From an optimization exercise on the open Yosys and OpenROAD flow, aimed at small area, a short achievable clock period and few clock cycles; shortcuts taken in it are not production practice.
Function was not checked in any run shown here: the RTL went through the layout flow alone.
No driver is modelled on the clock port, so clocking that relies on it looks cheaper here than on a real chip.
No activity file was given, so power comes from the tool's default toggle rates.

==> design/flow/design.v <==
module blabel2_enc (
    input  wire        clk,
    input  wire        rst,
    input  wire        reg_wr,
    input  wire [7:0]  reg_addr,
    input  wire [31:0] reg_wdata,
    output wire [31:0] reg_rdata,
    output wire        busy,
    output wire        done,
    output wire        error,
    output wire        pix_req,
    output wire [15:0] pix_x,
    output wire [15:0] pix_y,
    input  wire        pix_ack,
    input  wire [7:0]  pix_r,
    input  wire [7:0]  pix_g,
    input  wire [7:0]  pix_b,
    output wire        out_valid,
    output reg  [7:0]  out_data,
    output wire        out_last,
    input  wire        out_ready
);
    localparam [7:0] A_CTRL    = 8'h00;
    localparam [7:0] A_CFG     = 8'h04;
    localparam [7:0] A_WIDTH   = 8'h08;
    localparam [7:0] A_HEIGHT  = 8'h0C;
    localparam [7:0] A_STATUS  = 8'h10;
    localparam [7:0] A_ERRINFO = 8'h14;
    localparam [2:0] P_IDLE  = 3'd0;
    localparam [2:0] P_PRE   = 3'd1;
    localparam [2:0] P_G     = 3'd2;
    localparam [2:0] P_LEN   = 3'd3;
    localparam [2:0] P_LEAD  = 3'd4;
    localparam [2:0] P_IMG   = 3'd5;
    localparam [2:0] P_TRAIL = 3'd6;
    localparam [2:0] P_TERM  = 3'd7;    
    reg  [3:0]  cfg_tape;
    reg         cfg_autocut;
    reg         cfg_inverse;
    reg  [15:0] width_r;
    reg  [15:0] height_r;
    reg         st_done;
    reg  [1:0]  st_errcode;
    reg  [15:0] info_h;
    reg  [3:0]  info_t;
    wire        j_autocut = sh[0];    
    reg         j_inverse;
    reg  [7:0]  j_img;
    wire [15:0] j_width = info_h;
    wire        j_cal   = info_t[3];
    reg  [2:0]  phase;
    reg  [3:0]  pos;
    reg         shfull;
    reg  [15:0] col;
    reg  [10:0] cnt;         
    reg  [8:0]  sh;
    wire [4:0] h_img5 = height_r[7:3];
    reg        tape_hit;
    always @(*) begin
        case (cfg_tape[2:0])
            3'd0:       tape_hit = (h_img5 == 5'd4);
            3'd1, 3'd2: tape_hit = (h_img5 == 5'd6)  || (h_img5 == 5'd7);
            3'd3, 3'd4: tape_hit = (h_img5 == 5'd8)  || (h_img5 == 5'd10);
            3'd5, 3'd6: tape_hit = (h_img5 == 5'd12) || (h_img5 == 5'd14);
            default:    tape_hit = (h_img5 == 5'd16);
        endcase
    end
    wire h_mult8  = (height_r[2:0] == 3'd0);
    wire is_cal   = (cfg_tape == 4'd8);
    wire bad_tape = cfg_tape[3] && (cfg_tape[2:0] != 3'd0);
    wire cal_ok   = (height_r[15:11] == 5'd0) &&
                    (height_r[10:3] != 8'd0) && (height_r[10:3] <= 8'd251);
    wire tape_ok  = (height_r[15:8] == 8'd0) && tape_hit;
    wire job_ok   = h_mult8 && !cfg_tape[3] ? tape_ok : (is_cal && h_mult8 && cal_ok);
    wire active = (phase != P_IDLE);
    assign busy  = active;
    assign done  = st_done;
    assign error = (st_errcode != 2'd0);
    wire   more    = (col != j_width);
    wire   fbusy   = (phase[2:1] != 2'b00) && more;
    assign pix_req = fbusy && !(shfull && cnt[0]);
    assign pix_x   = col;
    assign pix_y   = {5'd0, cnt};
    wire [7:0] img_byte = cnt[0] ? sh[8:1] : sh[7:0];
    wire [7:0] fill     = {8{j_inverse}};
    wire [7:0] len_byte = j_cal ? (j_img + 8'd4) : 8'h0F;
    reg [7:0] pre_byte;
    always @(*) begin
        pre_byte = 8'h00;
        if (cnt[9]) begin
            case (cnt[3:0])
                4'd0:  pre_byte = 8'h1B;
                4'd1:  pre_byte = 8'h40;
                4'd2:  pre_byte = 8'h1B;
                4'd3:  pre_byte = 8'h69;
                4'd4:  pre_byte = 8'h53;
                4'd5:  pre_byte = 8'h1B;
                4'd6:  pre_byte = 8'h69;
                4'd7:  pre_byte = 8'h4D;
                4'd8:  pre_byte = j_autocut ? 8'h40 : 8'h00;    
                4'd9:  pre_byte = 8'h1B;
                4'd10: pre_byte = 8'h69;
                4'd11: pre_byte = 8'h64;
                4'd12: pre_byte = 8'h14;
                default: pre_byte = 8'h00;
            endcase
        end
    end
    wire pre_end = cnt[9] && cnt[3] && cnt[2] && cnt[0];    
    always @(*) begin
        case (phase)
            P_PRE:   out_data = pre_byte;
            P_G:     out_data = 8'h47;
            P_LEN:   out_data = len_byte;
            P_IMG:   out_data = img_byte;
            P_TERM:  out_data = pos[0] ? 8'h1A : 8'h5A;
            default: out_data = fill;
        endcase
    end
    assign out_valid = active && (phase != P_IMG || shfull);
    assign out_last  = (phase == P_TERM) && pos[0];
    wire emit  = out_valid && out_ready;
    wire fetch = pix_req && pix_ack;
    wire ink   = (pix_r < 8'd150);
    blabel2_rd u_rd (
        .addr   (reg_addr),
        .cfg    ({cfg_inverse, cfg_autocut, cfg_tape}),
        .width  (width_r),
        .height (height_r),
        .status ({st_errcode, 1'b0, error, st_done, active}),
        .err    (error),
        .info_h (info_h),
        .info_t (info_t),
        .rdata  (reg_rdata)
    );
    wire start = reg_wr && (reg_addr == A_CTRL) && reg_wdata[0] && !active;
    wire        lead_zero = !j_cal && j_img[4];
    wire [2:0]  lead_sum  = pos[2:0] + j_img[3:1];
    wire        lead_end  = j_cal ? (pos[2:0] == 3'd4) : (lead_sum == 3'd0);
    wire [10:0] cnt_inc  = cnt + 11'd1;
    wire [15:0] col_inc  = col + 16'd1;
    wire        col_end  = (cnt[2:0] == 3'd7) && (cnt_inc[10:3] == j_img);
    wire        img_last = (cnt[10:3] == 8'd0);
    wire        rec_end  = (phase == P_IMG) ? (img_last && (j_cal || pos == 4'd15))
                                            : (pos == 4'd15);
    wire [2:0]  next_rec = more ? P_G : P_TERM;
    always @(posedge clk) begin
        if (rst) begin
            cfg_tape    <= 4'd0;
            cfg_autocut <= 1'b0;
            cfg_inverse <= 1'b0;
            width_r     <= 16'd0;
            height_r    <= 16'd0;
            st_done     <= 1'b0;
            st_errcode  <= 2'd0;
            phase       <= P_IDLE;
        end else begin
            if (reg_wr) begin
                case (reg_addr)
                    A_CFG: begin
                        cfg_tape    <= reg_wdata[3:0];
                        cfg_autocut <= reg_wdata[4];
                        cfg_inverse <= reg_wdata[5];
                    end
                    A_WIDTH:  width_r  <= reg_wdata[15:0];
                    A_HEIGHT: height_r <= reg_wdata[15:0];
                    default: ;
                endcase
            end
            if (start) begin
                st_done <= 1'b0;
                if (job_ok) begin
                    st_errcode <= 2'd0;
                    phase      <= P_PRE;
                end else
                    st_errcode <= bad_tape ? 2'd1 : 2'd2;
            end else if (emit) begin
                case (phase)
                    P_PRE:   if (pre_end) phase <= next_rec;
                    P_G:     phase <= P_LEN;
                    P_LEN:   phase <= lead_zero ? P_IMG : P_LEAD;
                    P_LEAD:  if (lead_end) phase <= P_IMG;
                    P_IMG:   if (img_last)
                                 phase <= rec_end ? next_rec : P_TRAIL;
                    P_TRAIL: if (rec_end) phase <= next_rec;
                    P_TERM:  if (pos[0]) begin
                                 phase   <= P_IDLE;
                                 st_done <= 1'b1;
                             end
                    default: ;
                endcase
            end
        end
    end
    always @(posedge clk) begin
        if (start) begin
            info_t    <= cfg_tape;
            info_h    <= job_ok ? width_r : height_r;
            sh[0]     <= cfg_autocut;
            j_inverse <= cfg_inverse;
            j_img     <= height_r[10:3];
            cnt       <= 11'd112;
            col       <= 16'd0;
            shfull    <= 1'b0;
        end else begin
            if (emit) begin
                if (phase == P_LEN || phase == P_PRE || rec_end)
                    pos <= 4'd0;
                else
                    pos <= pos + 4'd1;
            end
            if (emit && phase == P_IMG)
                shfull <= 1'b0;
            else if (fetch && cnt[2:0] == 3'd7)
                shfull <= 1'b1;
            if (emit && phase == P_PRE) begin
                cnt <= pre_end ? 11'd0 : cnt_inc;
            end else if (fetch) begin
                sh <= {sh[7:0], ink};
                if (col_end) begin
                    cnt <= 11'd0;
                    col <= col_inc;
                end else
                    cnt <= cnt_inc;
            end
        end
    end
endmodule
module blabel2_rd (
    input  wire [7:0]  addr,
    input  wire [5:0]  cfg,
    input  wire [15:0] width,
    input  wire [15:0] height,
    input  wire [5:0]  status,
    input  wire        err,
    input  wire [15:0] info_h,
    input  wire [3:0]  info_t,
    output wire [31:0] rdata
);
    genvar g;
    wire [1:0] n76, n51;
    wire n04, w10, x42, x42e, z3;
    generate
        for (g = 0; g < 2; g = g + 1) begin : g_n
            blabel2_g_nor2 u_n76 (.a(addr[7]), .b(addr[6]), .y(n76[g]));    
            blabel2_g_nor2 u_n51 (.a(addr[5]), .b(addr[1]), .y(n51[g]));    
        end
    endgenerate
    blabel2_g_nor2  u_n04  (.a(addr[0]), .b(addr[4]), .y(n04));             
    blabel2_g_nor2b u_w10  (.a(addr[0]), .bn(addr[4]), .y(w10));            
    blabel2_g_nor2b u_x42  (.a(addr[3]), .bn(addr[2]), .y(x42));            
    blabel2_g_and3b u_x42e (.an(addr[3]), .b(addr[2]), .c(err), .y(x42e));  
    blabel2_g_inv   u_z3   (.a(addr[3]), .y(z3));                           
    wire [15:0] mwh;     
    wire [5:0]  mse;     
    wire [3:0]  it_e;    
    generate
        for (g = 0; g < 16; g = g + 1) begin : g_mwh
            blabel2_g_mux2i u_m (.s(addr[2]), .a0(width[g]), .a1(height[g]), .y(mwh[g]));
        end
        for (g = 0; g < 4; g = g + 1) begin : g_ite
            blabel2_g_and2 u_e (.a(err), .b(info_t[g]), .y(it_e[g]));
        end
        for (g = 0; g < 3; g = g + 1) begin : g_mse
            blabel2_g_mux2i u_m (.s(addr[2]), .a0(status[g]), .a1(it_e[g]), .y(mse[g]));
        end
    endgenerate
    blabel2_g_nand2  u_mse3 (.a(addr[2]), .b(it_e[3]), .y(mse[3]));         
    blabel2_g_nand2b u_mse4 (.an(addr[2]), .b(status[4]), .y(mse[4]));      
    blabel2_g_nand2b u_mse5 (.an(addr[2]), .b(status[5]), .y(mse[5]));
    wire [3:0] swh_n, sei_n;
    wire [1:0] s04_n, sse_n;
    generate
        for (g = 0; g < 4; g = g + 1) begin : g_s4
            blabel2_g_nand4 u_swh (.a(n76[g / 2]), .b(n51[g / 2]), .c(n04), .d(addr[3]), .y(swh_n[g]));  
            blabel2_g_nand4 u_sei (.a(n76[g / 2]), .b(n51[g / 2]), .c(w10), .d(x42e), .y(sei_n[g]));     
        end
        for (g = 0; g < 2; g = g + 1) begin : g_s2
            blabel2_g_nand4 u_s04 (.a(n76[g]), .b(n51[g]), .c(n04), .d(x42), .y(s04_n[g]));   
            blabel2_g_nand4 u_sse (.a(n76[g]), .b(n51[g]), .c(w10), .d(z3), .y(sse_n[g]));    
        end
    endgenerate
    generate
        for (g = 0; g < 6; g = g + 1) begin : g_lo6
            wire ncfg, ws;
            blabel2_g_inv   u_c (.a(cfg[g]), .y(ncfg));
            blabel2_g_o22a  u_x (.a1(swh_n[g / 4]), .a2(mwh[g]), .b1(sse_n[g / 3]), .b2(mse[g]), .x(ws));
            blabel2_g_o21ai u_o (.a1(s04_n[g / 3]), .a2(ncfg), .b1(ws), .y(rdata[g]));
        end
        for (g = 6; g < 16; g = g + 1) begin : g_wh
            blabel2_g_nor2 u_o (.a(swh_n[g / 4]), .b(mwh[g]), .y(rdata[g]));
        end
        for (g = 16; g < 32; g = g + 1) begin : g_ei
            blabel2_g_nor2b u_o (.a(sei_n[(g - 16) / 4]), .bn(info_h[g - 16]), .y(rdata[g]));
        end
    endgenerate
endmodule
module blabel2_g_inv (input wire a, output wire y);
    assign y = ~a;
endmodule
module blabel2_g_and2 (input wire a, b, output wire y);
    assign y = a & b;
endmodule
module blabel2_g_nand2 (input wire a, b, output wire y);
    assign y = ~(a & b);
endmodule
module blabel2_g_nand2b (input wire an, b, output wire y);
    assign y = ~(~an & b);
endmodule
module blabel2_g_nor2 (input wire a, b, output wire y);
    assign y = ~(a | b);
endmodule
module blabel2_g_nor2b (input wire a, bn, output wire y);
    assign y = ~(a | ~bn);
endmodule
module blabel2_g_and3b (input wire an, b, c, output wire y);
    assign y = ~an & b & c;
endmodule
module blabel2_g_nand4 (input wire a, b, c, d, output wire y);
    assign y = ~(a & b & c & d);
endmodule
module blabel2_g_mux2i (input wire s, a0, a1, output wire y);
    assign y = ~(s ? a1 : a0);
endmodule
module blabel2_g_o22a (input wire a1, a2, b1, b2, output wire x);
    assign x = (a1 | a2) & (b1 | b2);
endmodule
module blabel2_g_o21ai (input wire a1, a2, b1, output wire y);
    assign y = ~((a1 | a2) & b1);
endmodule
==> design/flow/flow/run.sh <==
#!/bin/bash
# Own layout flow: the standard ORFS flow (standard.sh) with
#  - synthesis through flow/synth.tcl (per-module ABC scripts, hierarchy kept
#    through ABC and flattened after, as synth_recipe.tcl does),
#  - port buffers of a given cell (BUFFER_PORTS_ARGS) instead of the default,
#  - clock tree options (CTS_ARGS) in place of ORFS's, and a post-CTS step
#    (flow/post_cts.tcl, if present) that upsizes clock buffers with slow edges.
# The make output goes to flow_make.log; ORFS keeps each step's log under orfs/logs.
set -euo pipefail
here=$(pwd)
export OWN_ABC_SCRIPT=$here/flow/abc_area.script

export OWN_CLK_SLEW_LIMIT_PS=90
bash standard.sh SYNTH_SCRIPT=$here/flow/synth.tcl SYNTH_HIERARCHICAL=1 \
  "BUFFER_PORTS_ARGS=-buffer_cell sky130_fd_sc_hd__buf_1" \
  "CTS_ARGS=-sink_clustering_enable -repair_clock_nets -buf_list sky130_fd_sc_hd__clkbuf_4 -dont_use_dummy_load"  "POST_CTS_TCL=$here/flow/post_cts.tcl" \
  finish > $here/flow_make.log 2>&1
==> design/flow/flow/abc_area.script <==
strash
ifraig
scorr
dc2
strash
dch -f
amap
topo
==> design/flow/flow/post_cts.tcl <==
# After CTS: upsize any clock buffer whose output slew (placement parasitics)
# exceeds a limit, so every flip-flop clock pin keeps a fast edge, then
# legalize the placement again.
estimate_parasitics -placement
set limit [expr {$::env(OWN_CLK_SLEW_LIMIT_PS) * 1e-3}]
set resized 0
foreach inst [get_cells -filter "ref_name == sky130_fd_sc_hd__clkbuf_4"] {
  set out [get_pins -of_objects $inst -filter "direction == output"]
  if {[get_property $out slew_max] > $limit} {
    replace_cell $inst [get_lib_cells sky130_fd_sc_hd__clkbuf_8]
    incr resized
  }
}
puts "own post-CTS hook: upsized $resized clock buffers"
if {$resized > 0} {
  detailed_placement
  estimate_parasitics -placement
}
==> design/flow/flow/synth.tcl <==
# The standard flow's synthesis (synth_recipe.tcl) with one change: ABC maps every module
# with the area-oriented script OWN_ABC_SCRIPT instead of ORFS's speed script
# (the register read port is written as one-gate modules, each mapped on its
# own). Registers are mapped before ABC runs, so they are the same as the standard flow's.
proc synth {args} { yosys synth -nofsm -noshare {*}$args }
proc abc {args} {
  set i [lsearch -exact $args -script]
  set args [lreplace $args [expr {$i+1}] [expr {$i+1}] $::env(OWN_ABC_SCRIPT)]
  yosys abc {*}$args
}
source $::env(SCRIPTS_DIR)/synth.tcl
# left out here: clear keep_hierarchy, flatten, clean up, hide names made inside functions, write 1_2_yosys.v
==> design/flow/standard.sh <==
#!/bin/bash
# synth_recipe.tcl (not shown) runs the flow's synth.tcl, then flattens the netlist and writes it again
# the make line also repeats each setting of config.mk as NAME=value (left out here)
make -C /OpenROAD-flow-scripts/flow DESIGN_CONFIG=/design/flow/config.mk WORK_HOME=/design/flow/orfs CLKGATE_MAP_FILE= SYNTH_SCRIPT=/design/flow/synth_recipe.tcl "${@:-finish}"
==> design/flow/config.mk <==
export PLATFORM = sky130hd
export DESIGN_NAME = blabel2_enc
export DESIGN_NICKNAME = blabel2_enc
export VERILOG_FILES = /design/flow/design.v
export SDC_FILE = /design/flow/constraint.sdc
export NUM_CORES = 4
export LEC_CHECK = 0
export CAP_MARGIN = 20
export CORE_MARGIN = 2
export CORE_UTILIZATION = 40
export SETUP_SLACK_MARGIN = 5.0
export SLEW_MARGIN = 20
==> design/flow/constraint.sdc <==
create_clock -name core_clock -period 10.0 [get_ports {clk}]
set_input_delay 2.0000 -clock core_clock [delete_from_list [all_inputs] [get_ports {clk}]]
set_output_delay 2.0000 -clock core_clock [all_outputs]
set_load 0.01 [all_outputs]
==> impl_metrics.tcl, run 1 <==
set metrics [dict create \
    die_x_um 126 \
    num_vias 5880 \
    crit_type "input port to output pin" \
    whs_path_depth 2 \
    dieArea_mm2 0.0160 \
    r2r_cells 29 \
    rsz0062_at_grt "yes" \
    dpl.hpwl_um 12900 \
    tightest_slew_ps 770 \
    seq_area_mm2 0.00271 \
    seqPwrFrac_pct 60.7 \
    maxCapViolCount 0 \
    slew_headroom_pct 48.3 \
    multi_input_area_mm2 0.00310 \
    drt_wl_total_um 17800 \
    start_util_pct 41.1 \
    die_h_um 126 \
    num_io_pins 147 \
    ys_seq_area_share_pct 45.1 \
    skew_ps 24.6 \
    antenna_left 0 \
    swShare_pct 24.2 \
    grt_max_degree 58 \
    n_antenna_cell 0 \
    setup_violations 0 \
    crit_fanout 5 \
    synth_area_mm2 0.00599 \
    gp_congestion 0.891 \
    min_path_type "flop to flop" \
    clkSlewWorstSetupHoldPaths_ps 70 \
    synth_top_area_share_pct 24.1 \
    synth_top_area_cell "dfxtp_1" \
    vias_per_cell 5.52 \
    synth-edff-count 42 \
    outcome "finished clean" \
    finalSetupTns_ps 0 \
    grtUsageTotal_pct 22.4 \
    utilization_pct 49.6 \
    core_area_mm2 0.0146 \
    synthTopCellsByArea "dfxtp_1 (24%), edfxtp_1 (21%), nor2_1 (8.3%)" \
    synth_cell_type_count 47 \
    drive_gt1_share_pct 12.1 \
    grt_first_pass_wirelength_um 28400 \
    clock_latency_ps 420 \
    synth.avg_cell_area_um2 8.13 \
    routedWlPerCell_um 16.7 \
    yosysWarnings 7 \
    drt_iter0_markers 550 \
    fmax_mhz 201 \
    grt_pass1_vias 5404 \
    antenna_found_initial 0 \
    synthArstFlopShare_pct 0 \
    final_common_cell "nor2_1" \
    grt_overflow_total 0 \
    final_cell_mix "nor2_1 (120), clkinv_1 (90), buf_1 (79)" \
    area_growth_syn_to_layout_pct 20.8 \
    final-hold-violation-count 0 \
    period_share_pct 49.7 \
    nets 964 \
    port_buffers 108 \
    drc 0 \
    p_sw_mw 0.194 \
    row_count 44 \
    intPower_mw 0.606 \
    vdd_drop_max_mv 0.0779 \
    fillers 1476 \
    clock_power_share_pct 31.5 \
    worstPathRequired_ps 8000 \
    fin_area_mm2 0.00724 \
    p_per_area_mw_per_mm2 110 \
    comb_power_share_pct 7.9 \
    slew_viol_final 0 \
    worstPathArrival_ps 2970 \
    placed_area_mm2 0.00667 \
    clock_sinks 114 \
    yosys_register_bits 114 \
    synthFlopType "dfxtp_1" \
    cts_tree "yes" \
    syn_inst 737 \
    cp-start-kind "input port" \
    cp-end-kind "output pin" \
    p_leak_nw 2.59 \
    drtPass1Iterations 5 \
    min_period_ps 4970 \
]
[metrics by stage]
step | setup slack [ps] | hold slack, ps | total power [mW] | cells
after floorplan | 3890 | 438 | 0.523 | 741
after global placement | 4240 | 462 | 0.544 | 1032
after detailed placement | 4200 | 467 | 0.544 | 1032
after global routing | 4960 | 497 | 0.834 | 1066
final | 5030 | 478 | 0.799 | 1066
[registers in the layout, indices dropped and copies added, names as in the netlist, 4 cells and up]
| signal | cells |
|---|---|
| height_r | 16 |
| cfg_tape | 4 |
| info_h | 16 |
| cnt | 11 |
| j_img | 8 |
| pos | 4 |
| sh | 9 |
| col | 16 |
| width_r | 16 |
| info_t | 4 |
[power by group through the flow]
stage	Combinational (mW)	Sequential (mW)	Clock, mW
5_1_grt	0.0692	0.486	0.279
3_5_place_dp	0.0481	0.496	0
2_1_floorplan	0.0269	0.496	0
6_report	0.0629	0.485	0.251
3_3_place_gp	0.0477	0.496	0
[per-layer routing]
| layer | up-vias | GRT usage (%) | part of all wire [%] |
|---|---|---|---|
| met4 | 0 | 4.91 | 0.97 |
| met1 | 2694 | 31.4 | 46 |
| met5 | - | 0 | 0 |
| met2 | 214 | 35.3 | 46 |
| li1 | 2959 | - | - |
| met3 | 13 | 5.19 | 6.2 |
[synthesized netlist by cell type (6+ instances only)]
master	n
nor4_1	9
dfxtp_1	72
a211oi_1	12
and3_1	6
o221a_1	8
nand4_1	17
clkinv_1	95
o21ai_0	49
o22ai_1	28
a21oi_1	55
nor2b_1	22
nor2_1	132
edfxtp_1	42
nand2_1	54
nand3_1	8
a22oi_1	24
nor3_1	22
o22a_1	7
ha_1	10
[path summary, 6_finish.rpt]
check	from	end	slack (ps)
max reg2reg	cnt[1]	col[15]	5460
min	height_r[1]	height_r[1]	480
max	reg_addr[7]	reg_rdata[3]	5030
min reg2reg	height_r[1]	height_r[1]	480
[final cells by class]
| class | instances | area share (%) |
|---|---|---|
| Timing Repair Buffer | 129 | 9.32 |
| Inverter | 95 | 5.03 |
| Clock buffer | 17 | 2.20 |
| Multi-Input combinational cell | 527 | 42.8 |
| Tap cell | 184 | 3.18 |
| Sequential cell | 114 | 37.4 |
[Yosys stat by module, one instance, submodules excluded, excerpt]
module,area [µm²],cells inside,times used
blabel2_enc,5400,626,1
blabel2_g_mux2i,10.0,2,19
blabel2_g_o22a,8.76,1,6
blabel2_g_and3b,7.51,2,1
blabel2_g_nand2b,6.26,1,2
blabel2_g_and2,6.26,1,4
blabel2_g_inv,3.75,1,7
blabel2_g_nor2,3.75,1,15
blabel2_g_nand2,3.75,1,1
[worst max-delay path, stage by stage]
cell and delay, ps:
buf_4 140, nor2_4 130, nand4_1 200, o22a_1 280, o21ai_2 70, buf_2 160
[kinds of logic (layout without fill, tap and decap cells)]
kind of cell / after synthesis / after routing / share of synthesized area, %
flip-flops: 114 / 114 / 45.1
adder cells (fa/ha/maj): 11 / 11 / 2.42
buffers and inverters: 100 / 241 / 6.58
AO/OA/AOI/OAI: 217 / 217 / 23.3
AND/OR/NAND/NOR: 294 / 294 / 22.5
other: 1 / 5 / 0.0626
==> inputs of run 2 (changes only) <==
--- a/design/flow/design.v
+++ b/design/flow/design.v
@@ -50,7 +50,10 @@
     wire        j_cal   = info_t[3];
     reg  [2:0]  phase;
     reg  [3:0]  pos;
+    wire        start;
+    reg         start_d;
     reg         shfull;
+    reg         lastb;       
     reg  [15:0] col;
     reg  [10:0] cnt;         
     reg  [8:0]  sh;
@@ -131,15 +134,18 @@
         .err    (error),
         .info_h (info_h),
         .info_t (info_t),
-        .rdata  (reg_rdata)
+        .rdata  (reg_rdata),
+        .wr     (reg_wr),
+        .wd0    (reg_wdata[0]),
+        .busy   (active),
+        .start  (start)
     );
-    wire start = reg_wr && (reg_addr == A_CTRL) && reg_wdata[0] && !active;
     wire        lead_zero = !j_cal && j_img[4];
     wire [2:0]  lead_sum  = pos[2:0] + j_img[3:1];
     wire        lead_end  = j_cal ? (pos[2:0] == 3'd4) : (lead_sum == 3'd0);
     wire [10:0] cnt_inc  = cnt + 11'd1;
     wire [15:0] col_inc  = col + 16'd1;
-    wire        col_end  = (cnt[2:0] == 3'd7) && (cnt_inc[10:3] == j_img);
+    wire        col_end  = (cnt[2:0] == 3'd7) && lastb;
     wire        img_last = (cnt[10:3] == 8'd0);
     wire        rec_end  = (phase == P_IMG) ? (img_last && (j_cal || pos == 4'd15))
                                             : (pos == 4'd15);
@@ -193,35 +199,39 @@
         end
     end
     always @(posedge clk) begin
+        start_d <= start;
+        lastb   <= (cnt[10:3] + 8'd1 == j_img);
         if (start) begin
-            info_t    <= cfg_tape;
-            info_h    <= job_ok ? width_r : height_r;
+            info_t <= cfg_tape;
+            info_h <= job_ok ? width_r : height_r;
+        end
+        if (emit) begin
+            if (phase == P_LEN || phase == P_PRE || rec_end)
+                pos <= 4'd0;
+            else
+                pos <= pos + 4'd1;
+        end
+        if (start)
+            cnt <= 11'd112;
+        else if (emit && phase == P_PRE)
+            cnt <= pre_end ? 11'd0 : cnt_inc;
+        else if (fetch)
+            cnt <= col_end ? 11'd0 : cnt_inc;
+        if (start_d) begin
             sh[0]     <= cfg_autocut;
             j_inverse <= cfg_inverse;
             j_img     <= height_r[10:3];
-            cnt       <= 11'd112;
             col       <= 16'd0;
             shfull    <= 1'b0;
         end else begin
-            if (emit) begin
-                if (phase == P_LEN || phase == P_PRE || rec_end)
-                    pos <= 4'd0;
-                else
-                    pos <= pos + 4'd1;
-            end
             if (emit && phase == P_IMG)
                 shfull <= 1'b0;
             else if (fetch && cnt[2:0] == 3'd7)
                 shfull <= 1'b1;
-            if (emit && phase == P_PRE) begin
-                cnt <= pre_end ? 11'd0 : cnt_inc;
-            end else if (fetch) begin
+            if (fetch) begin
                 sh <= {sh[7:0], ink};
-                if (col_end) begin
-                    cnt <= 11'd0;
+                if (col_end)
                     col <= col_inc;
-                end else
-                    cnt <= cnt_inc;
             end
         end
     end
@@ -235,7 +245,11 @@
     input  wire        err,
     input  wire [15:0] info_h,
     input  wire [3:0]  info_t,
-    output wire [31:0] rdata
+    output wire [31:0] rdata,
+    input  wire        wr,
+    input  wire        wd0,
+    input  wire        busy,
+    output wire        start
 );
     genvar g;
     wire [1:0] n76, n51;
@@ -280,6 +294,11 @@
             blabel2_g_nand4 u_sse (.a(n76[g]), .b(n51[g]), .c(w10), .d(z3), .y(sse_n[g]));    
         end
     endgenerate
+    wire z32, s00_n, wok;
+    blabel2_g_nor2  u_z32 (.a(addr[3]), .b(addr[2]), .y(z32));
+    blabel2_g_nand4 u_s00 (.a(n76[1]), .b(n51[1]), .c(n04), .d(z32), .y(s00_n));
+    blabel2_g_and3b u_wok (.an(busy), .b(wr), .c(wd0), .y(wok));
+    blabel2_g_nor2b u_st  (.a(s00_n), .bn(wok), .y(start));
     generate
         for (g = 0; g < 6; g = g + 1) begin : g_lo6
             wire ncfg, ws;
--- a/design/flow/config.mk
+++ b/design/flow/config.mk
@@ -8,5 +8,5 @@
 export CAP_MARGIN = 20
 export CORE_MARGIN = 2
 export CORE_UTILIZATION = 40
-export SETUP_SLACK_MARGIN = 5.0
+export SETUP_SLACK_MARGIN = 4.9
 export SLEW_MARGIN = 20
==> impl_metrics.tcl, run 2 <==
set metrics [dict create \
    critPathMaxStageDelay_ps 260 \
    row_count 45 \
    grt_overflow_total 0 \
    fmax_mhz 196 \
    vias_per_cell 5.44 \
    ys_seq_area_share_pct 44.8 \
    min_path_type "flop to flop" \
    synth_area_mm2 0.00612 \
    synth_cell_type_count 50 \
    port_buffers 108 \
    synth_xor_area_share_pct 0.573 \
    antenna_left 0 \
    grtUsageTotal_pct 22.3 \
    num_io_pins 147 \
    synth_top_area_share_pct 24.2 \
    outcome "finished clean" \
    synth_common_cells "nor2_1 (121), clkinv_1 (101), dfxtp_1 (74)" \
    drive_gt1_share_pct 6.59 \
    final_cells 1083 \
    period_share_pct 51.0 \
    yosysWarnings 7 \
    clock_latency_ps 430 \
    rsz0062_at_grt "yes" \
    setup_violations 0 \
    grt_max_degree 48 \
    cts_tree "yes" \
    synthFlopType "dfxtp_1" \
    dieArea_mm2 0.0163 \
    final_common_cell "nor2_1" \
    final_cell_mix "nor2_1 (115), clkinv_1 (100), buf_1 (95)" \
    start_util_pct 40.5 \
    total_power_mw 1.05 \
    syn_inst 753 \
    synth.avg_cell_area_um2 8.12 \
    cp.buffers_inverters 2 \
    synth_fa_ha_area_share_pct 2.78 \
    synthArstFlopShare_pct 0 \
    min_period_ps 5100 \
    holdWs_ps 486 \
    crit_type "input port to output pin" \
    grt_first_pass_wirelength_um 28200 \
    synth_top_area_cell "dfxtp_1" \
    cp-end-kind "output pin" \
    dpl.hpwl_um 13000 \
    gp_congestion 0.918 \
    fin_ws_ps 4900 \
    worstPathArrival_ps 3100 \
    placed_cells 1053 \
    slew_headroom_pct 47.1 \
    area_growth_syn_to_layout_pct 16.6 \
    yosysMostFrequentCell "nor2_1" \
    drc 0 \
    yosys_register_bits 116 \
    p_per_area_mw_per_mm2 147 \
    critPathTopFamily "simple AND/OR/NAND/NOR gates" \
    synthTopCellsByArea "dfxtp_1 (24%), edfxtp_1 (21%), nor2_1 (7.4%)" \
    drtPass1Iterations 5 \
    die_h_um 128 \
    tightest_slew_ps 789 \
    routedWlPerCell_um 16.5 \
    maxCapViolCount 0 \
    synth-simple-area-share_pct 22.3 \
    crit_fanout 5 \
    finalSetupTns_ps 0 \
    cp-start-kind "input port" \
    core_area_mm2 0.0151 \
    post_synth_mux_area_share_pct 0 \
    slew_viol_final 0 \
    p_leak_nw 2.51 \
    cp_cell_sequence "buf_1, nor2_4, nand4_1, o22a_1, o21ai_0, buf_1" \
    drt_iter0_markers 474 \
    synth-edff-count 42 \
    n_antenna_cell 0 \
    top_layer "met4" \
    synth_compound_area_share_pct 22.6 \
    utilization_pct 47.3 \
    skew_ps 29.2 \
    antenna_found_initial 0 \
    placed_area_mm2 0.00678 \
    nets 979 \
    vdd_drop_max_mv 0.0813 \
    num_vias 5893 \
    clkSlewWorstSetupHoldPaths_ps 90 \
    dr_wl_met2_um 8070 \
    critPathSlowestCell "o22a_1" \
    cp_common_cell "buf_1" \
    wl_met1_um 8610 \
    die_x_um 128 \
    worstPathRequired_ps 8000 \
    wl_met3_um 882 \
    clock_sinks 116 \
    grt_pass1_vias 5475 \
    synth_top_family_by_area "compound AO/OA/AOI/OAI gates" \
    drt_wl_total_um 17900 \
    place_ws_ps 4220 \
    fin_area_mm2 0.00713 \
    final-hold-violation-count 0 \
]
run 2: cell types whose count changed in the layout (fill, tap and decap cells not counted), moves of 8 or more:
cell      change
buf_1        +16
nand2_1      +10
a21oi_1       -9
buf_2        -12
nor3_1        +8
clkinv_1     +10
run 2: logic make-up (layout without fill, tap and decap cells):
logic type	after synthesis	in the layout
other	1	5
AOI/OAI and AO/OA	215	215
DFF	116	116
and+or+nand+nor	298	298
buffers and inverters	106	244
adders and majority gates	13	13
xor gates and xnor gates	4	4
run 2: power by group:
group	leakage (nW)	internal [mW]	switching, mW	total, mW
clock	0.0886	0.0954	0.155	0.251
combinational	1.41	0.0883	0.153	0.241
sequential	1.00	0.513	0.0430	0.556
total	2.51	0.697	0.351	1.05
run 2: final timing paths:
kind | from | endpoint | cells after the start | slack [ps]
hold / removal | st_errcode[1] | st_errcode[1] | 2 | 490
setup / recovery | reg_addr[1] | reg_rdata[3] | 6 | 4900
setup reg to reg | col[6] | col[15] | 19 | 5930
hold reg to reg | st_errcode[1] | st_errcode[1] | 2 | 490
run 2: per-module statistics from Yosys, one instance, submodules excluded, excerpt:
module            cells  copies in the design
blabel2_g_and3b       2                     2
blabel2_g_nor2b       1                    19
blabel2_g_mux2i       2                    19
blabel2_g_nor2        1                    16
blabel2_enc         637                     1
blabel2_g_nand4       1                    13
blabel2_g_nand2b      1                     2
blabel2_g_and2        1                     4
blabel2_g_nand2       1                     1
blabel2_g_o21ai       1                     6
blabel2_g_o22a        1                     6
blabel2_g_inv         1                     7
run 2: cell type report:
cell class                      instances  area (µm²)
Fill cell                            1569        7960
Multi-Input combinational cell        535        3040
Sequential cell                       116        2740
Timing Repair Buffer                  126         587
Inverter                              101         380
Tap cell                              188         235
Clock buffer                           17         153
run 2: tightest hold or removal path, cell delays in order (launching register included):
cell      delay (ps)
dfxtp_1          330
clkinv_1          40
o32ai_1           60
run 2: metal layers:
| layer | GRT usage [%] | up-vias |
|---|---|---|
| met3 | 5.38 | 24 |
| met5 | 0 | - |
| met2 | 34.3 | 180 |
| met4 | 7.89 | 0 |
| met1 | 30.8 | 2698 |
| li1 | - | 2991 |
==> inputs of run 3 (changes only) <==
--- a/design/flow/config.mk
+++ b/design/flow/config.mk
@@ -8,5 +8,5 @@
 export CAP_MARGIN = 20
 export CORE_MARGIN = 2
 export CORE_UTILIZATION = 40
-export SETUP_SLACK_MARGIN = 4.9
+export SETUP_SLACK_MARGIN = 5.0
 export SLEW_MARGIN = 20
==> impl_metrics.tcl, run 3 <==
set metrics [dict create \
    grt_first_pass_wirelength_um 28500 \
    period_share_pct 50.1 \
    r2r_cells 19 \
    dpl.hpwl_um 13000 \
    port_buffers 108 \
    vias_per_cell 5.50 \
    final_common_cell "nor2_1" \
    placed_area_mm2 0.00678 \
    routedWlPerCell_um 16.8 \
    grtUsageTotal_pct 22.6 \
    yosys_register_bits 116 \
    antenna_found_initial 0 \
    dieArea_mm2 0.0163 \
    maxCapViolCount 0 \
    worstPathArrival_ps 3010 \
    clkSlewWorstSetupHoldPaths_ps 70 \
    p_per_area_mw_per_mm2 145 \
    num_vias 5978 \
    cp_cell_sequence "buf_6, nor2_4, buf_4, nand4_1, nor2_1, buf_1" \
    n_antenna_cell 0 \
    cp-end-kind "output pin" \
    start_util_pct 40.5 \
    die_x_um 128 \
    yosysMostFrequentCell "nor2_1" \
    gp_congestion 0.918 \
    clock_sinks 116 \
    num_io_pins 147 \
    die_h_um 128 \
    synthFlopType "dfxtp_1" \
    synthTopCellsByArea "dfxtp_1 (24%), edfxtp_1 (21%), nor2_1 (7.4%)" \
    final_cell_mix "nor2_1 (113), clkinv_1 (100), buf_1 (83)" \
    cp-endpoint "reg_rdata[11]" \
    rsz0062_at_grt "yes" \
    synth_top_area_share_pct 24.2 \
    area_growth_syn_to_layout_pct 18.5 \
    antenna_left 0 \
    nets 983 \
    setup_violations 0 \
    synthArstFlopShare_pct 0 \
    synth_top_area_cell "dfxtp_1" \
    crit_type "input port to output pin" \
    critPathMaxStageDelay_ps 240 \
    ys_seq_area_share_pct 44.8 \
    crit_fanout 5 \
    worstPathRequired_ps 8000 \
    r2r_setup_slack_ps 5940 \
    clock_latency_ps 430 \
    outcome "finished clean" \
    synth_common_cells "nor2_1 (121), clkinv_1 (101), dfxtp_1 (74)" \
    r2r_end "col[15]" \
    skew_ps 27.6 \
    cts_tree "yes" \
    critPathSlowestCell "nand4_1" \
    grt_max_degree 31 \
    cp-start-kind "input port" \
    finalSetupTns_ps 0 \
    worstHoldStart "height_r[12]" \
    drt_wl_total_um 18300 \
    drc 0 \
    synth_cell_type_count 50 \
    min_period_ps 5010 \
    slew_viol_final 0 \
    drt_iter0_markers 519 \
    row_count 45 \
    drtPass1Iterations 5 \
    tightest_slew_ps 787 \
    fmax_mhz 200 \
    vdd_drop_max_mv 0.0820 \
    slew_headroom_pct 47.2 \
    fin_area_mm2 0.00725 \
    synth-edff-count 42 \
    min_path_type "flop to flop" \
    total_power_mw 1.05 \
    drive_gt1_share_pct 9.23 \
    startpoint "reg_addr[4]" \
    grt_pass1_vias 5505 \
    synth.avg_cell_area_um2 8.12 \
    final-hold-violation-count 0 \
    grt_overflow_total 0 \
    syn_inst 753 \
    yosysWarnings 7 \
    core_area_mm2 0.0151 \
    p_leak_nw 2.60 \
    synth_area_mm2 0.00612 \
    timing.rr.start "col[1]" \
]
## run 3: cell counts after synthesis
Identical to the previous run, type by type.
## run 3: modules after synthesis, one instance, submodules excluded, excerpt
module	cell area (µm²)	flip-flops and latches	copies in the design	cells inside
blabel2_enc	5500	116	1	637
blabel2_g_and3b	7.51	0	2	2
blabel2_g_inv	3.75	0	7	1
blabel2_g_mux2i	10.0	0	19	2
blabel2_g_nand2	3.75	0	1	1
blabel2_g_nand2b	6.26	0	2	1
blabel2_g_nand4	6.26	0	13	1
blabel2_g_nor2	3.75	0	16	1
blabel2_g_nor2b	6.26	0	19	1
blabel2_g_o21ai	5.00	0	6	1
blabel2_g_o22a	8.76	0	6	1
## run 3: worst min-delay path by stage
stage | endpoint | slack, ps | cells after the start
5_1_grt | height_r[12] | 500 | 2
2_1_floorplan | j_inverse | 440 | 0
3_3_place_gp | height_r[0] | 470 | 2
3_5_place_dp | sh[3] | 470 | 0
6_report | height_r[12] | 480 | 2
## run 3: cells by family after synthesis
kind of cell	Yosys count	synth area share [%]
simple gates	298	22.3
compound gates	215	22.6
flops	116	44.8
buf+inv	106	6.81
fa+ha+maj	13	2.78
xor+xnor	4	0.573
other cells	1	0.0613
## run 3: cell type report
class                   count  area, µm²
clock buffers              17        153
fillers                  1536       7840
inverters                 101        380
multi-input cells         535       3050
flip-flops and latches    116       2740
well taps                 188        235
repair buffers            130        679
## run 3: worst max-delay path, delay by kind of cell
kind,cells,cell delay [ps]
AND/OR/NAND/NOR,3,600
buffers and inverters,3,400
## run 3: power by group
part,internal (mW),total [mW],switching (mW)
clock network,0.0955,0.250,0.155
registers,0.513,0.557,0.0432
logic,0.0915,0.245,0.154
total,0.700,1.05,0.352
## run 3: layer usage
layer	track usage (%)	routed length (µm)
met2	34.7	8220
met1	30.9	8610
met5	0	0
met3	5.68	1050
met4	8.21	382
## run 3: metrics by stage
step	hold slack [ps]	utilization, %	instances	worst slack [ps]
2_1_floorplan	439	-	757	5180
3_3_place_gp	466	44.9	1053	4240
3_5_place_dp	467	44.9	1053	4220
5_1_grt	501	48.0	1087	4940
6_report	482	48.0	1087	4990
==> inputs of run 4 (changes only) <==
--- a/design/flow/design.v
+++ b/design/flow/design.v
@@ -51,9 +51,7 @@
     reg  [2:0]  phase;
     reg  [3:0]  pos;
     wire        start;
-    reg         start_d;
     reg         shfull;
-    reg         lastb;       
     reg  [15:0] col;
     reg  [10:0] cnt;         
     reg  [8:0]  sh;
@@ -145,7 +143,7 @@
     wire        lead_end  = j_cal ? (pos[2:0] == 3'd4) : (lead_sum == 3'd0);
     wire [10:0] cnt_inc  = cnt + 11'd1;
     wire [15:0] col_inc  = col + 16'd1;
-    wire        col_end  = (cnt[2:0] == 3'd7) && lastb;
+    wire        col_end  = (cnt[2:0] == 3'd7) && (cnt_inc[10:3] == j_img);
     wire        img_last = (cnt[10:3] == 8'd0);
     wire        rec_end  = (phase == P_IMG) ? (img_last && (j_cal || pos == 4'd15))
                                             : (pos == 4'd15);
@@ -199,39 +197,35 @@
         end
     end
     always @(posedge clk) begin
-        start_d <= start;
-        lastb   <= (cnt[10:3] + 8'd1 == j_img);
         if (start) begin
-            info_t <= cfg_tape;
-            info_h <= job_ok ? width_r : height_r;
-        end
-        if (emit) begin
-            if (phase == P_LEN || phase == P_PRE || rec_end)
-                pos <= 4'd0;
-            else
-                pos <= pos + 4'd1;
-        end
-        if (start)
-            cnt <= 11'd112;
-        else if (emit && phase == P_PRE)
-            cnt <= pre_end ? 11'd0 : cnt_inc;
-        else if (fetch)
-            cnt <= col_end ? 11'd0 : cnt_inc;
-        if (start_d) begin
+            info_t    <= cfg_tape;
+            info_h    <= job_ok ? width_r : height_r;
             sh[0]     <= cfg_autocut;
             j_inverse <= cfg_inverse;
             j_img     <= height_r[10:3];
+            cnt       <= 11'd112;
             col       <= 16'd0;
             shfull    <= 1'b0;
         end else begin
+            if (emit) begin
+                if (phase == P_LEN || phase == P_PRE || rec_end)
+                    pos <= 4'd0;
+                else
+                    pos <= pos + 4'd1;
+            end
             if (emit && phase == P_IMG)
                 shfull <= 1'b0;
             else if (fetch && cnt[2:0] == 3'd7)
                 shfull <= 1'b1;
-            if (fetch) begin
+            if (emit && phase == P_PRE) begin
+                cnt <= pre_end ? 11'd0 : cnt_inc;
+            end else if (fetch) begin
                 sh <= {sh[7:0], ink};
-                if (col_end)
+                if (col_end) begin
+                    cnt <= 11'd0;
                     col <= col_inc;
+                end else
+                    cnt <= cnt_inc;
             end
         end
     end
@@ -252,17 +246,11 @@
     output wire        start
 );
     genvar g;
-    wire [1:0] n76, n51;
-    wire n04, w10, x42, x42e, z3;
-    generate
-        for (g = 0; g < 2; g = g + 1) begin : g_n
-            blabel2_g_nor2 u_n76 (.a(addr[7]), .b(addr[6]), .y(n76[g]));    
-            blabel2_g_nor2 u_n51 (.a(addr[5]), .b(addr[1]), .y(n51[g]));    
-        end
-    endgenerate
+    wire n76, n51, n04, w10, x42e, z3;
+    blabel2_g_nor2  u_n76  (.a(addr[7]), .b(addr[6]), .y(n76));             
+    blabel2_g_nor2  u_n51  (.a(addr[5]), .b(addr[1]), .y(n51));             
     blabel2_g_nor2  u_n04  (.a(addr[0]), .b(addr[4]), .y(n04));             
     blabel2_g_nor2b u_w10  (.a(addr[0]), .bn(addr[4]), .y(w10));            
-    blabel2_g_nor2b u_x42  (.a(addr[3]), .bn(addr[2]), .y(x42));            
     blabel2_g_and3b u_x42e (.an(addr[3]), .b(addr[2]), .c(err), .y(x42e));  
     blabel2_g_inv   u_z3   (.a(addr[3]), .y(z3));                           
     wire [15:0] mwh;     
@@ -282,32 +270,32 @@
     blabel2_g_nand2  u_mse3 (.a(addr[2]), .b(it_e[3]), .y(mse[3]));         
     blabel2_g_nand2b u_mse4 (.an(addr[2]), .b(status[4]), .y(mse[4]));      
     blabel2_g_nand2b u_mse5 (.an(addr[2]), .b(status[5]), .y(mse[5]));
-    wire [3:0] swh_n, sei_n;
-    wire [1:0] s04_n, sse_n;
+    wire [1:0] swh_n;
+    wire [3:0] sei_n;
+    wire       slo_n, sse_n;
+    blabel2_g_nand4 u_swh0 (.a(n76), .b(n51), .c(n04), .d(addr[3]), .y(swh_n[0]));  
+    blabel2_g_nand4 u_swh1 (.a(n76), .b(n51), .c(n04), .d(addr[3]), .y(swh_n[1]));
+    blabel2_g_nand3 u_slo  (.a(n76), .b(n51), .c(n04), .y(slo_n));                   
+    blabel2_g_nand4 u_sse  (.a(n76), .b(n51), .c(w10), .d(z3), .y(sse_n));           
     generate
-        for (g = 0; g < 4; g = g + 1) begin : g_s4
-            blabel2_g_nand4 u_swh (.a(n76[g / 2]), .b(n51[g / 2]), .c(n04), .d(addr[3]), .y(swh_n[g]));  
-            blabel2_g_nand4 u_sei (.a(n76[g / 2]), .b(n51[g / 2]), .c(w10), .d(x42e), .y(sei_n[g]));     
-        end
-        for (g = 0; g < 2; g = g + 1) begin : g_s2
-            blabel2_g_nand4 u_s04 (.a(n76[g]), .b(n51[g]), .c(n04), .d(x42), .y(s04_n[g]));   
-            blabel2_g_nand4 u_sse (.a(n76[g]), .b(n51[g]), .c(w10), .d(z3), .y(sse_n[g]));    
+        for (g = 0; g < 4; g = g + 1) begin : g_sei                                  
+            blabel2_g_nand4 u_sei (.a(n76), .b(n51), .c(w10), .d(x42e), .y(sei_n[g]));
         end
     endgenerate
     wire z32, s00_n, wok;
     blabel2_g_nor2  u_z32 (.a(addr[3]), .b(addr[2]), .y(z32));
-    blabel2_g_nand4 u_s00 (.a(n76[1]), .b(n51[1]), .c(n04), .d(z32), .y(s00_n));
+    blabel2_g_nand4 u_s00 (.a(n76), .b(n51), .c(n04), .d(z32), .y(s00_n));
     blabel2_g_and3b u_wok (.an(busy), .b(wr), .c(wd0), .y(wok));
     blabel2_g_nor2b u_st  (.a(s00_n), .bn(wok), .y(start));
     generate
         for (g = 0; g < 6; g = g + 1) begin : g_lo6
-            wire ncfg, ws;
-            blabel2_g_inv   u_c (.a(cfg[g]), .y(ncfg));
-            blabel2_g_o22a  u_x (.a1(swh_n[g / 4]), .a2(mwh[g]), .b1(sse_n[g / 3]), .b2(mse[g]), .x(ws));
-            blabel2_g_o21ai u_o (.a1(s04_n[g / 3]), .a2(ncfg), .b1(ws), .y(rdata[g]));
+            wire mc, mm_n;
+            blabel2_g_nand2 u_c (.a(addr[2]), .b(cfg[g]), .y(mc));
+            blabel2_g_mux2  u_m (.s(addr[3]), .a0(mc), .a1(mwh[g]), .x(mm_n));
+            blabel2_g_o22ai u_o (.a1(slo_n), .a2(mm_n), .b1(sse_n), .b2(mse[g]), .y(rdata[g]));
         end
         for (g = 6; g < 16; g = g + 1) begin : g_wh
-            blabel2_g_nor2 u_o (.a(swh_n[g / 4]), .b(mwh[g]), .y(rdata[g]));
+            blabel2_g_nor2 u_o (.a(swh_n[g / 8]), .b(mwh[g]), .y(rdata[g]));
         end
         for (g = 16; g < 32; g = g + 1) begin : g_ei
             blabel2_g_nor2b u_o (.a(sei_n[(g - 16) / 4]), .bn(info_h[g - 16]), .y(rdata[g]));
@@ -341,9 +329,12 @@
 module blabel2_g_mux2i (input wire s, a0, a1, output wire y);
     assign y = ~(s ? a1 : a0);
 endmodule
-module blabel2_g_o22a (input wire a1, a2, b1, b2, output wire x);
-    assign x = (a1 | a2) & (b1 | b2);
+module blabel2_g_nand3 (input wire a, b, c, output wire y);
+    assign y = ~(a & b & c);
+endmodule
+module blabel2_g_mux2 (input wire s, a0, a1, output wire x);
+    assign x = s ? a1 : a0;
 endmodule
-module blabel2_g_o21ai (input wire a1, a2, b1, output wire y);
-    assign y = ~((a1 | a2) & b1);
+module blabel2_g_o22ai (input wire a1, a2, b1, b2, output wire y);
+    assign y = ~((a1 | a2) & (b1 | b2));
 endmodule
--- a/design/flow/config.mk
+++ b/design/flow/config.mk
@@ -8,5 +8,5 @@
 export CAP_MARGIN = 20
 export CORE_MARGIN = 2
 export CORE_UTILIZATION = 40
-export SETUP_SLACK_MARGIN = 5.0
+export SETUP_SLACK_MARGIN = 4.9
 export SLEW_MARGIN = 20
==> impl_metrics.tcl, run 4 <==
set metrics [dict create \
    final_common_cell "nor2_1" \
    worstPathRequired_ps 8000 \
    swShare_pct 26.6 \
    yosys_register_bits 114 \
    gp_congestion 0.881 \
    grt_first_pass_wirelength_um 28200 \
    drt_wl_total_um 18100 \
    final-hold-violation-count 0 \
    setup_violations 0 \
    drive_gt1_share_pct 7.73 \
    nets 949 \
    p_leak_nw 2.48 \
    port_buffers 108 \
    grt_max_degree 55 \
    clock_sinks 114 \
    drc 0 \
    yosysMostFrequentCell "nor2_1" \
    worstPathArrival_ps 3090 \
    synth_cell_type_count 48 \
    routedWlPerCell_um 17.2 \
    min_period_ps 5090 \
    clock_latency_ps 440 \
    fmax_mhz 196 \
    synthFlopType "dfxtp_1" \
    p_per_area_mw_per_mm2 122 \
    core_area_mm2 0.0145 \
    finalSetupTns_ps 0 \
    synth_area_mm2 0.00597 \
    clock_power_share_pct 31.5 \
    slew_headroom_pct 40.9 \
    grt_pass1_vias 5588 \
    utilization_pct 48.6 \
    drtPass1Iterations 5 \
    ys_seq_area_share_pct 45.3 \
    synthArstFlopShare_pct 0 \
    row_count 44 \
    synth.avg_cell_area_um2 8.18 \
    synthTopCellsByArea "dfxtp_1 (24%), edfxtp_1 (21%), nor2_1 (8.4%)" \
    tightest_slew_ps 879 \
    rsz0062_at_grt "yes" \
    num_vias 6046 \
    final_cell_mix "nor2_1 (127), buf_1 (95), clkinv_1 (89)" \
    period_share_pct 50.9 \
    vias_per_cell 5.75 \
    synth_top_area_share_pct 24.1 \
    synth_top_area_cell "dfxtp_1" \
    cp-start-kind "input port" \
    grt_overflow_total 0 \
    drt_iter0_markers 495 \
    fin_ws_ps 4910 \
    skew_ps 30.0 \
    place_ws_ps 4360 \
    n_antenna_cell 0 \
    seqPwrFrac_pct 57.8 \
    start_util_pct 41.1 \
    grtUsageTotal_pct 22.3 \
    die_h_um 126 \
    min_path_type "flop to flop" \
    antenna_left 0 \
    die_x_um 126 \
    synth-edff-count 42 \
    outcome "finished clean" \
    dpl.hpwl_um 12800 \
    synth_common_cells "nor2_1 (133), clkinv_1 (90), dfxtp_1 (72)" \
    crit_type "input port to output pin" \
    clkSlewWorstSetupHoldPaths_ps 90 \
    p_sw_mw 0.230 \
    yosysWarnings 7 \
    num_io_pins 147 \
    antenna_found_initial 0 \
    holdWs_ps 481 \
    vdd_drop_max_mv 0.0645 \
    intPower_mw 0.632 \
    area_growth_syn_to_layout_pct 18.4 \
    comb_power_share_pct 10.7 \
    crit_fanout 6 \
    dieArea_mm2 0.0159 \
    total_power_mw 0.862 \
    syn_inst 730 \
    maxCapViolCount 0 \
    cts_tree "yes" \
    cp-end-kind "output pin" \
    slew_viol_final 0 \
]
[run 4: cell types whose count changed after synthesis, sizes merged, moves of 4 or more]
cell / change
and3: +4
o22a: -5
o221a: +4
clkinv: -11
nand3: -10
o22ai: +8
nand4: -6
a21oi: +8
o21ai: -8
nor2: +12
nand2: -10
or4: +5
[run 4: metal layers]
metal  vias up  share of wire [%]  wire [µm]  GRT usage (%)
li1       2916                  -          -              -
met1      2853                 46       8270           30.5
met2       250                 46       8310           34.9
met3        27                6.7       1210           5.18
met4         0                1.6        298           7.43
met5         -                  0          0              0
[run 4: through the flow]
step | cells | instance area [µm²]
global placement | 1026 | 6640
floorplan | 734 | 5990
detailed placement | 1026 | 6640
finish | 1051 | 7070
global route | 1051 | 7070
[run 4: worst paths after layout]
| path | slack, ps | startpoint | endpoint | cells past startpoint |
|---|---|---|---|---|
| max | 4910 | reg_addr[5] | reg_rdata[4] | 6 |
| min | 480 | sh[4] | sh[5] | 0 |
| max reg2reg | 5240 | cnt[0] | col[15] | 23 |
| min reg2reg | 480 | sh[4] | sh[5] | 0 |
[run 4: power by group through the flow]
stage	combinational, mW	clock [mW]	sequential [mW]
after global routing	0.102	0.301	0.499
after floorplan	0.0484	0	0.508
after detailed placement	0.0801	0	0.507
final	0.0922	0.271	0.498
after global placement	0.0795	0	0.507
[run 4: per-module statistics from Yosys (local to each module, per instance), a selection]
module / flops+latches / copies in the design
blabel2_g_nand3: 0 / 1
blabel2_g_nor2b: 0 / 18
blabel2_g_inv: 0 / 1
blabel2_g_mux2: 0 / 6
blabel2_g_nor2: 0 / 14
blabel2_g_nand4: 0 / 8
[run 4: layout make-up]
| class | count | area, µm² |
|---|---|---|
| clock buffers | 17 | 178 |
| fillers | 1441 | 7460 |
| inverters | 90 | 339 |
| multi-input cells | 526 | 3020 |
| flip-flops and latches | 114 | 2710 |
| well taps | 184 | 230 |
| repair buffers | 120 | 591 |
[run 4: worst max-delay path: stages]
cell,delay (ps)
buf_1,170
nor2_4,240
nand4_1,110
buf_4,180
o22ai_1,200
buf_1,180
[run 4: logic make-up (layout without fill, tap and decap cells)]
group	after synthesis	after routing	synth area share (%)
AND/OR/NAND/NOR	285	286	21.7
XOR/XNOR	1	1	0.147
buffers and inverters	95	227	6.29
adder cells (fa/ha/maj)	11	11	2.43
AO/OA/AOI/OAI	223	223	24.1
flip-flops	114	114	45.3
other	1	5	0.0628
==> inputs of run 5 (changes only) <==
--- a/design/flow/config.mk
+++ b/design/flow/config.mk
@@ -8,5 +8,5 @@
 export CAP_MARGIN = 20
 export CORE_MARGIN = 2
 export CORE_UTILIZATION = 40
-export SETUP_SLACK_MARGIN = 4.9
+export SETUP_SLACK_MARGIN = 5.0
 export SLEW_MARGIN = 20
==> impl_metrics.tcl, run 5 <==
set metrics [dict create \
    outcome "finished clean" \
    core_area_mm2 0.0145 \
    maxCapViolCount 0 \
    n_antenna_cell 0 \
    synth_top_area_cell "dfxtp_1" \
    drt_wl_total_um 18400 \
    vias_per_cell 5.79 \
    synth-edff-count 42 \
    worstPathRequired_ps 8000 \
    clock_sinks 114 \
    utilization_pct 49.5 \
    grt_overflow_total 0 \
    post_synth_mux_area_share_pct 0 \
    finalSetupTns_ps 0 \
    synth_common_cells "nor2_1 (133), clkinv_1 (90), dfxtp_1 (72)" \
    period_share_pct 50.5 \
    dpl.hpwl_um 12800 \
    synth_top_area_share_pct 24.1 \
    num_io_pins 147 \
    grt_pass1_vias 5625 \
    fmax_mhz 198 \
    p_per_area_mw_per_mm2 121 \
    tightest_slew_ps 878 \
    whs_path_depth 0 \
    num_vias 6113 \
    worstHoldStart "height_r[9]" \
    p_leak_nw 2.61 \
    crit_type "input port to output pin" \
    drt_iter0_markers 469 \
    min_path_type "flop to flop" \
    synth_compound_area_share_pct 24.1 \
    synth_cell_type_count 48 \
    crit_fanout 9 \
    synth.avg_cell_area_um2 8.18 \
    vdd_drop_max_mv 0.0645 \
    synth_area_mm2 0.00597 \
    rsz0062_at_grt "yes" \
    cp-end-kind "output pin" \
    seq_area_mm2 0.00271 \
    multi_input_area_mm2 0.00309 \
    yosys_register_bits 114 \
    antenna_left 0 \
    slew_headroom_pct 40.9 \
    synth_top_family_by_area "compound AO/OA/AOI/OAI gates" \
    min_period_ps 5050 \
    worstPathArrival_ps 3050 \
    skew_ps 30.1 \
    yosysMostFrequentCell "nor2_1" \
    synth_xor_area_share_pct 0.147 \
    port_buffers 108 \
    dieArea_mm2 0.0159 \
    row_count 44 \
    hold_end "j_img[6]" \
    holdWs_ps 485 \
    placed_area_mm2 0.00664 \
    slew_viol_final 0 \
    synthTopCellsByArea "dfxtp_1 (24%), edfxtp_1 (21%), nor2_1 (8.4%)" \
    final_cell_mix "nor2_1 (126), clkinv_1 (87), buf_1 (77)" \
    gp_congestion 0.881 \
    grt_max_degree 55 \
    placed_cells 1026 \
    clock_latency_ps 440 \
    area_growth_syn_to_layout_pct 20.5 \
    ys_seq_area_share_pct 45.3 \
    r2r_end "col[15]" \
    r2r_cells 24 \
    synthFlopType "dfxtp_1" \
    die_x_um 126 \
    setup_violations 0 \
    synth-simple-area-share_pct 21.7 \
    drive_gt1_share_pct 11.4 \
    clkSlewWorstSetupHoldPaths_ps 60 \
    synthArstFlopShare_pct 0 \
    drc 0 \
    grtUsageTotal_pct 22.4 \
    cts_tree "yes" \
    yosysWarnings 7 \
    fillers 1429 \
    r2r_setup_slack_ps 5320 \
    routedWlPerCell_um 17.4 \
    final_cells 1055 \
    fin_area_mm2 0.00720 \
    start_util_pct 41.1 \
    grt_first_pass_wirelength_um 28300 \
    antenna_found_initial 0 \
    synth_fa_ha_area_share_pct 2.43 \
    nets 953 \
    final-hold-violation-count 0 \
    die_h_um 126 \
    cp-start-kind "input port" \
    drtPass1Iterations 5 \
    timing.rr.start "cnt[3]" \
    syn_inst 730 \
    final_common_cell "nor2_1" \
]
-- run 5: power breakdown --
group          internal [mW]  switching, mW  total, mW
combinational         0.0389         0.0643      0.103
sequential             0.486        0.00858      0.494
clock                  0.112          0.159      0.271
total                  0.637          0.232      0.869
-- run 5: worst max-delay path by stage --
stage                      startpoint             to  slack [ps]  depth (start not counted)
final                     reg_addr[2]   reg_rdata[4]        4950                          8
after global placement    reg_addr[2]  reg_rdata[25]        4390                          7
after detailed placement  reg_addr[2]  reg_rdata[25]        4360                          7
after floorplan           reg_addr[1]   reg_rdata[0]        5120                          3
after global routing      reg_addr[2]   reg_rdata[4]        4890                          8
-- run 5: through the flow --
stage	power (mW)	setup slack, ps
3_3_place_gp	0.587	4390
2_1_floorplan	0.556	5120
6_report	0.869	4950
5_1_grt	0.909	4890
3_5_place_dp	0.587	4360
-- run 5: modules after synthesis, one instance, submodules excluded, excerpt --
module / cell area (µm²) / copies in the design
blabel2_enc: 5370 / 1
blabel2_g_mux2: 12.5 / 6
blabel2_g_mux2i: 10.0 / 19
blabel2_g_and2: 6.26 / 4
blabel2_g_nand2b: 6.26 / 2
blabel2_g_inv: 3.75 / 1
-- run 5: worst max-delay path: stages --
cell,delay (ps)
clkbuf_16,130
buf_12,130
buf_6,140
nand2_1,70
clkinv_1,50
o21ai_0,260
o22ai_2,120
buf_2,150
-- run 5: layout make-up --
class                      instances  share of cell area, %
multi-input combinational        527                   42.9
clock buffer                      17                   2.47
inverter                          90                   4.71
tap                              184                   3.20
timing repair buffer             123                   9.02
sequential                       114                   37.7
-- run 5: layer usage --
layer  global-route usage (%)  share of wire (%)  routed length [µm]  vias up
met5                        0                  0                   0        -
met4                     7.37                1.9                 342        0
met3                     5.31                6.4                1180       30
met2                     35.3                 45                8340      260
met1                     30.5                 46                8490     2890
li1                         -                  -                   -     2933
-- run 5: kinds of logic after synthesis --
| group | Yosys count |
|---|---|
| AND/OR/NAND/NOR | 285 |
| AO/OA/AOI/OAI | 223 |
| flip-flops | 114 |
| buffers and inverters | 95 |
| adder cells (fa/ha/maj) | 11 |
| XOR/XNOR | 1 |
| other | 1 |

[static timing again, ports no longer ideal]
No port has a modelled driver above. Below, the same layouts with a new extraction and two added sets of constraints. Step 1: set_driving_cell puts a clkbuf_16 on clk and a buf_2 on each other input, an assumption about the parent block. Step 2 times the ports against the registers' clock, not the clock port: input delays grow and output delays shrink by t, the midpoint of the rising clock arrivals with the driver on. Slacks: ideal ports / drivers / drivers and shift; pairs: ideal ports / drivers.
run	shift t [ns]	slack for setup (ns)	worst register clock-pin slew, ns	worst slew at a driven data input, ns	cell pins on the clock port's net
run 1	0.440	5.029 / 4.935 / 4.935	0.09 / 0.09	0.11	1
run 2	0.453	4.898 / 4.832 / 4.832	0.09 / 0.09	0.13	1
run 3	0.450	4.993 / 4.886 / 4.886	0.09 / 0.09	0.16	1
run 4	0.466	4.905 / 4.885 / 4.885	0.09 / 0.09	0.05	1
run 5	0.463	4.950 / 4.909 / 4.909	0.09 / 0.09	0.05	1
After both steps every run listed still meets setup and hold. The setup slack of run 3, which loses most, moves by -0.107 ns with the drivers and by -0.107 ns with both steps.
